Source: an optimization exercise on an open RTL-to-GDS flow (aim: small area, a short achievable clock period and few clock cycles per item). Production flows keep margins and buffers that such runs may drop. Where RTL was checked, it was by simulation tests only, not by an equivalence proof against the original. Power is estimated from default activity; no workload was simulated.

==> flow/design.v (excerpt) <==
module qspi_lmx_xpose (
    input  wire        clk,
    input  wire        rst,
    input  wire        cfg_we,
    input  wire [4:0]  cfg_addr,
    input  wire [31:0] cfg_wdata,
    input  wire        start,
    output wire        busy,
    output reg         done,
    output reg  [14:0] xfer_len,
    output reg         warn_clamped,
    output reg         warn_mismatch,
    output reg         warn_all_empty,
    output reg         mem_req_valid,
    input  wire        mem_req_ready,
    output reg  [29:0] mem_req_addr,
    input  wire        mem_rsp_valid,
    input  wire [31:0] mem_rsp_data,
    output reg         out_valid,
    input  wire        out_ready,
    output reg  [31:0] out_data
);
Size: roughly 3500 cells after synthesis, roughly 960 flip-flops, about 160 I/O pins, ~0.047 mm2 of cells after synthesis.
Settings: LEC_CHECK=0, CAP_MARGIN=20, CORE_MARGIN=2, CORE_UTILIZATION=60, CTS_BUF_LIST=sky130_fd_sc_hd__clkbuf_4 sky130_fd_sc_hd__clkbuf_8, CTS_CLUSTER_SIZE=30, SLEW_MARGIN=20; clock period 13.5 ns.
standard.sh (not shown) runs the stock make flow with config.mk's settings and CLKGATE_MAP_FILE= SYNTH_SCRIPT=/design/flow/synth_recipe.tcl, a recipe that flattens the netlist after the stock synthesis.
==> flow/flow/run.sh <==
#!/bin/bash
# Standard ORFS layout, with faster port buffers and timing repair aimed
# well below the clock period.
set -euo pipefail
bash standard.sh SETUP_SLACK_MARGIN=9 "BUFFER_PORTS_ARGS=-buffer_cell sky130_fd_sc_hd__buf_4" finish > flow_make.log 2>&1
Rerun with:
--- a/flow/design.v
+++ b/flow/design.v
@@ -120,24 +120,22 @@
         end
     end
     wire start_acc = start & ~busy_q;
     reg  init1, init2;        
     reg  init3;
     reg [14:0] ro;             
-    reg [3:0]  idr;            
+    reg [14:0] rm1;            
     reg [3:0]  idata;          
-    wire       ro_one;
     reg [1:0]  ph [0:3];       
     reg [31:0] slot0 [0:3];
     reg [31:0] slot1 [0:3];
     reg [3:0]  sv0, sv1, swp, srp;
     reg [1:0]  bsel [0:3];
     reg [1:0]  alloc [0:3];    
     reg [7:0]  stash [0:3];    
     reg [3:0]  stv;            
-    reg [3:0]  snp;            
     reg        scan_act;
     reg [15:0] sr;             
     reg        slast;          
     reg [1:0]  sl;
     reg [1:0]  slane;
     wire [1:0]  sl_nx   = (sl == nlast) ? 2'd0 : sl + 2'd1;
@@ -167,13 +165,13 @@
                   & ((tcnt + {2'd0, mem_req_valid}) <= 3'd3);
     wire a_step = scan_act & ~init2 & (~b_v | b_go);
     wire [1:0] rsp_lane = tq[tr];
     reg  [3:0] early;
     always @(*) begin
         for (j = 0; j < 4; j = j + 1)
-            early[j] = swp[j] ? sv1[j] : sv0[j];
+            early[j] = (swp[j] ? sv1[j] : sv0[j]) & ~pop[j];
     end
     reg [3:0]  hv;
     reg [3:0]  pop;
     reg [7:0]  lbyte [0:3];
     reg [7:0]  pbyte [0:3];
     reg [31:0] hw;
@@ -198,19 +196,16 @@
                 wnext[(3 - k/2) * 8 + (k%2)*4 + j] = lbyte[j][k];
     end
     wire ro_nz = |ro;
     wire load  = busy_q & ~init1 & ~init2 & ro_nz & all_rdy & (~out_valid | out_ready);
     always @(*) begin
         for (j = 0; j < 4; j = j + 1)
-            pop[j] = load & idata[j] & ((bsel[j] == 2'd3) | ro_one);
-    end
-    assign ro_one = (ro == 15'd1);
-    always @(*) begin
-        for (j = 0; j < 4; j = j + 1)
-            idata[j] = idr[j] | (used[j] & (ro == clf[j]));
+            pop[j] = load & idata[j] & ((bsel[j] == 2'd3) | ~(|rm1));
     end
+    wire [14:0] rx     = init2 ? ro : rm1;
+    wire        rx_upd = init2 | load;
     reg        mm_done;
     reg        mm_pass;
     reg [5:0]  mm_cnt;
     reg [3:0]  cmax, cmin;
     reg [2:0]  xh, yh;
     reg [1:0]  mcar;
@@ -269,13 +264,13 @@
             if (init1) begin
                 xfer_len       <= l_calc;
                 ro             <= l_calc;
                 warn_clamped   <= |(used & over);
                 warn_all_empty <= (|lane_count) & ~(|el);
             end else if (load) begin
-                ro             <= ro - 15'd1;
+                ro             <= rm1;
             end
             if (init2)
                 pcur     <= p_sl;
             if (init1) begin
                 scan_act <= |l_calc;
                 sr       <= {1'b0, l_calc};
@@ -313,25 +308,20 @@
             end
             if (mem_rsp_valid)
                 tr <= tr + 2'd1;
             tcnt <= tcnt + {2'd0, c_acc} - {2'd0, mem_rsp_valid};
             for (j = 0; j < 4; j = j + 1) begin
                 alloc[j] <= alloc[j] + {1'b0, b_go & (b_lane == j[1:0])} - {1'b0, pop[j]};
-                if (stv[j] & ~snp[j])
-                    stv[j] <= 1'b0;
                 if (mem_rsp_valid & (rsp_lane == j[1:0])) begin
                     swp[j] <= ~swp[j];
                     if (swp[j]) sv1[j] <= 1'b1; else sv0[j] <= 1'b1;
-                    if (early[j]) begin
-                        stv[j] <= 1'b1;
-                        snp[j] <= ~pop[j];
-                    end
+                    if (early[j]) stv[j] <= 1'b1;
                 end
                 if (pop[j]) begin
                     srp[j] <= ~srp[j];
-                    if (stv[j]) snp[j] <= 1'b0;
+                    stv[j] <= 1'b0;
                     if (~stv[j] & ~(mem_rsp_valid & (rsp_lane == j[1:0]) & (swp[j] == srp[j]))) begin
                         if (srp[j]) sv1[j] <= 1'b0; else sv0[j] <= 1'b0;
                     end
                 end
             end
             if (load) begin
@@ -371,27 +361,32 @@
         end
     end
     always @(posedge clk) begin
         if (start_acc) begin
             for (j = 0; j < 4; j = j + 1) begin
                 ph[j]    <= 2'd0;
-                idr[j]   <= 1'b0;
-            end
-        end else if (load) begin
-            for (j = 0; j < 4; j = j + 1) begin
-                ph[j]  <= (ph[j] == lane_padlen[j]) ? 2'd0 : ph[j] + 2'd1;
-                idr[j] <= idata[j];
+                idata[j] <= 1'b0;
             end
+        end else begin
+            if (load)
+                for (j = 0; j < 4; j = j + 1)
+                    ph[j] <= (ph[j] == lane_padlen[j]) ? 2'd0 : ph[j] + 2'd1;
+            for (j = 0; j < 4; j = j + 1)
+                if (rx_upd & used[j] & (rx == clf[j])) idata[j] <= 1'b1;
         end
+        if (init2)
+            rm1 <= ro - 15'd1;
+        else if (load)
+            rm1 <= rm1 - 15'd1;
         if (load)
             out_data <= wnext;
         for (j = 0; j < 4; j = j + 1) begin
             if (mem_rsp_valid & (rsp_lane == j[1:0]) & ~swp[j]) slot0[j][23:0] <= mem_rsp_data[23:0];
             if (mem_rsp_valid & (rsp_lane == j[1:0]) &  swp[j]) slot1[j][23:0] <= mem_rsp_data[23:0];
             if (mem_rsp_valid & (rsp_lane == j[1:0]) & ~swp[j] & ~early[j]) slot0[j][31:24] <= mem_rsp_data[31:24];
             if (mem_rsp_valid & (rsp_lane == j[1:0]) &  swp[j] & ~early[j]) slot1[j][31:24] <= mem_rsp_data[31:24];
             if (mem_rsp_valid & (rsp_lane == j[1:0]) & early[j]) stash[j] <= mem_rsp_data[31:24];
-            if (stv[j] & ~snp[j] &  srp[j]) slot0[j][31:24] <= stash[j];
-            if (stv[j] & ~snp[j] & ~srp[j]) slot1[j][31:24] <= stash[j];
+            if (pop[j] & stv[j] & ~srp[j]) slot0[j][31:24] <= stash[j];
+            if (pop[j] & stv[j] &  srp[j]) slot1[j][31:24] <= stash[j];
         end
     end
 endmodule
Outcome: The changed run ran to the end with no violations; area after synthesis falls slightly; power is lower by roughly a tenth; routed wire length went down by a few percent; maximum frequency increases slightly; non-clock buffer count decreases by 43; register-to-register slack gains 60 ps; global-route usage shrinks by 1.2 points.
Testbench counts after the change, summed over its fixed seeds: cycles 9,555, items 7,883.
The RTL of the first run of this note was laid out without a check of its function.

========
== amber ==
qspi_lmx_xpose, a different RTL version from the one above (not shown whole).
For scale: roughly 980 flip-flops, ~160 I/O pins.
clock: 13.5 ns
lec_check: 0
cap_margin: 20
core_margin: 2
core_utilization: 60
cts_buf_list: sky130_fd_sc_hd__clkbuf_4 sky130_fd_sc_hd__clkbuf_8
cts_cluster_size: 30
slew_margin: 20
Scripts as last shown in full above: flow/flow/run.sh
Changes in nickel relative to amber:
-- flow/design.v --
<<< amber, line 148
    wire [15:0] a_diff = {1'b0, pcur} - sr;
    wire [3:0]  a_top  = {sr[2], sr[2:0]} + {2'b00, a_diff[1:0]};
    wire        a_ok   = ~a_diff[15] & (|a_diff[14:2]) & (~slast | (~a_top[3] & (a_top != 4'd0)));
    reg        b_v;
    reg [1:0]  b_lane;
    reg [12:0] b_d;
    reg  [3:0]  pfm;
    wire        pf_v    = |pfm;
    wire [1:0]  pf_lane = pfm[0] ? 2'd0 : pfm[1] ? 2'd1 : pfm[2] ? 2'd2 : 2'd3;
    wire [1:0]  c_nlane = pf_v ? pf_lane : b_lane;
    wire [29:0] b_addr  = lane_ptr[c_nlane][31:2] + {17'd0, b_d & {13{~pf_v}}};
    wire [1:0]  f_lane  = el[0] ? 2'd0 : el[1] ? 2'd1 : el[2] ? 2'd2 : 2'd3;
    wire        f_go    = start_acc & (|el);
    reg [1:0]  c_lane;
    reg [1:0]  tq [0:3];
>>> nickel, line 148
    wire [15:0] a_diff = {1'b0, pcur} - sr;
    wire [3:0]  a_top  = {sr[2], sr[2:0]} + {2'b00, a_diff[1:0]};
    wire        a_ok   = ~a_diff[15] & (~slast | (~a_top[3] & (a_top != 4'd0)));
    reg        b_v;
    reg [1:0]  b_lane;
    reg [12:0] b_d;
    wire [29:0] b_addr = lane_ptr[b_lane][31:2] + {17'd0, b_d};
    reg [1:0]  c_lane;
    reg [1:0]  tq [0:3];
<<< amber, line 169
            room[j] = ~alloc[j][1] | (~alloc[j][0] & ~stv[j] & idata[j] & (bsel[j] == 2'd3));
    end
    wire c_can  = (~mem_req_valid | mem_req_ready) & ((tcnt + {2'd0, mem_req_valid}) <= 3'd3);
    wire pf_go  = pf_v & c_can;
    wire b_go   = b_v & room[b_lane] & c_can & ~pf_v;
    wire c_load = pf_go | b_go;
    wire [1:0] c_alane = start_acc ? f_lane : c_nlane;
    wire a_step = scan_act & ~init2 & (~b_v | b_go);
    wire [1:0] rsp_lane = tq[tr];
>>> nickel, line 163
            room[j] = ~alloc[j][1] | (~alloc[j][0] & ~stv[j] & idata[j] & (bsel[j] == 2'd3));
    end
    wire b_go   = b_v & room[b_lane] & (~mem_req_valid | mem_req_ready)
                  & ((tcnt + {2'd0, mem_req_valid}) <= 3'd3);
    wire a_step = scan_act & ~init2 & (~b_v | b_go);
    wire [1:0] rsp_lane = tq[tr];
<<< amber, line 250
            scan_act       <= 1'b0;
            b_v            <= 1'b0;
            pfm            <= 4'd0;
            tw             <= 2'd0;
            tr             <= 2'd0;
>>> nickel, line 241
            scan_act       <= 1'b0;
            b_v            <= 1'b0;
            tw             <= 2'd0;
            tr             <= 2'd0;
<<< amber, line 281
                ro             <= rm1;
            end
            if (init2) begin
                pcur     <= p_sl;
                sr       <= {1'b0, xfer_len} - 16'd4;
                slast    <= (xfer_len <= 15'd5);
            end
            if (init1) begin
                scan_act <= |l_calc;
                sl       <= 2'd0;
                slane    <= perm_c[1:0];
>>> nickel, line 271
                ro             <= rm1;
            end
            if (init2)
                pcur     <= p_sl;
            if (init1) begin
                scan_act <= |l_calc;
                sr       <= {1'b0, l_calc};
                slast    <= ~(|l_calc[14:1]);
                sl       <= 2'd0;
                slane    <= perm_c[1:0];
<<< amber, line 308
                b_v    <= 1'b0;
            end
            if (start_acc) begin
                pfm         <= el;
                pfm[f_lane] <= 1'b0;
            end else if (pf_go) begin
                pfm[pf_lane] <= 1'b0;
            end
            if (f_go) begin
                mem_req_valid <= 1'b1;
                mem_req_addr  <= lane_ptr[f_lane][31:2];
                c_lane        <= f_lane;
            end else if (c_load) begin
                mem_req_valid <= 1'b1;
                mem_req_addr  <= b_addr;
                c_lane        <= c_nlane;
            end else if (c_acc) begin
                mem_req_valid <= 1'b0;
>>> nickel, line 297
                b_v    <= 1'b0;
            end
            if (b_go) begin
                mem_req_valid <= 1'b1;
                mem_req_addr  <= b_addr;
                c_lane        <= b_lane;
            end else if (c_acc) begin
                mem_req_valid <= 1'b0;
<<< amber, line 333
            tcnt <= tcnt + {2'd0, c_acc} - {2'd0, mem_rsp_valid};
            for (j = 0; j < 4; j = j + 1) begin
                alloc[j] <= alloc[j] + {1'b0, (f_go | c_load) & (c_alane == j[1:0])} - {1'b0, pop[j]};
                if (stv[j] & ~snp[j])
                    stv[j] <= 1'b0;
>>> nickel, line 312
            tcnt <= tcnt + {2'd0, c_acc} - {2'd0, mem_rsp_valid};
            for (j = 0; j < 4; j = j + 1) begin
                alloc[j] <= alloc[j] + {1'b0, b_go & (b_lane == j[1:0])} - {1'b0, pop[j]};
                if (stv[j] & ~snp[j])
                    stv[j] <= 1'b0;
### Flow results
- The final layout from nickel, which completed every stage, passed the timing, design-rule and antenna checks at the end of the flow.
- amber finished every stage and its layout cleared the timing, design-rule and antenna checks.
- Compared nickel vs amber, and clock period minus final worst setup slack is up in nickel.
- Diff amber -> nickel: wire length on met1 decreased by 1300 um relative to the old numbers; xor-xnor portion of the synthesized cell area increased by 0.26 points relative to the old numbers.
- Going from amber to nickel, achievable frequency closely matched the old numbers; hold slack decreased by 0.040 ns relative to the old numbers.
No functional check of the RTL was part of any run of this note.

separate check: timing with driven ports:
How much do the figures lean on ideal ports? The routed layouts below were timed once more, with nothing changed but the port constraints.
Step 1: set_driving_cell puts a clkbuf_16 on clk and a buf_2 on each other input, an assumption about the parent block.
Step 2 also shifts input and output timing later by t, the mid clock arrival at the registers, as if the neighbouring blocks saw the same clock.
Three values: no drivers, after step 1, after step 2; two values: the first two.
| run | t, ns | setup slack, ns | hold slack, ns | clock arrival spread, ns | worst data-port slew with drivers (ns) |
|---|---|---|---|---|---|
| the first run of note 1 | 0.887 | 9.036 / 8.971 / 8.302 | 0.468 / 0.468 / 0.468 | 0.070 / 0.070 | 0.08 |
| the second run of note 1 | 0.885 | 9.092 / 9.092 / 8.293 | 0.453 / 0.453 / 0.453 | 0.062 / 0.061 | 0.11 |
| amber | 0.886 | 8.999 / 8.968 / 8.344 | 0.498 / 0.498 / 0.498 | 0.052 / 0.052 | 0.08 |
| nickel | 0.886 | 8.986 / 8.986 / 8.304 | 0.457 / 0.457 / 0.457 | 0.080 / 0.080 | 0.11 |
After both steps setup and hold are still met in every run listed. The setup slack of the second run of note 1, which loses most, moves by 0.000 ns with the drivers and by -0.799 ns with both steps.
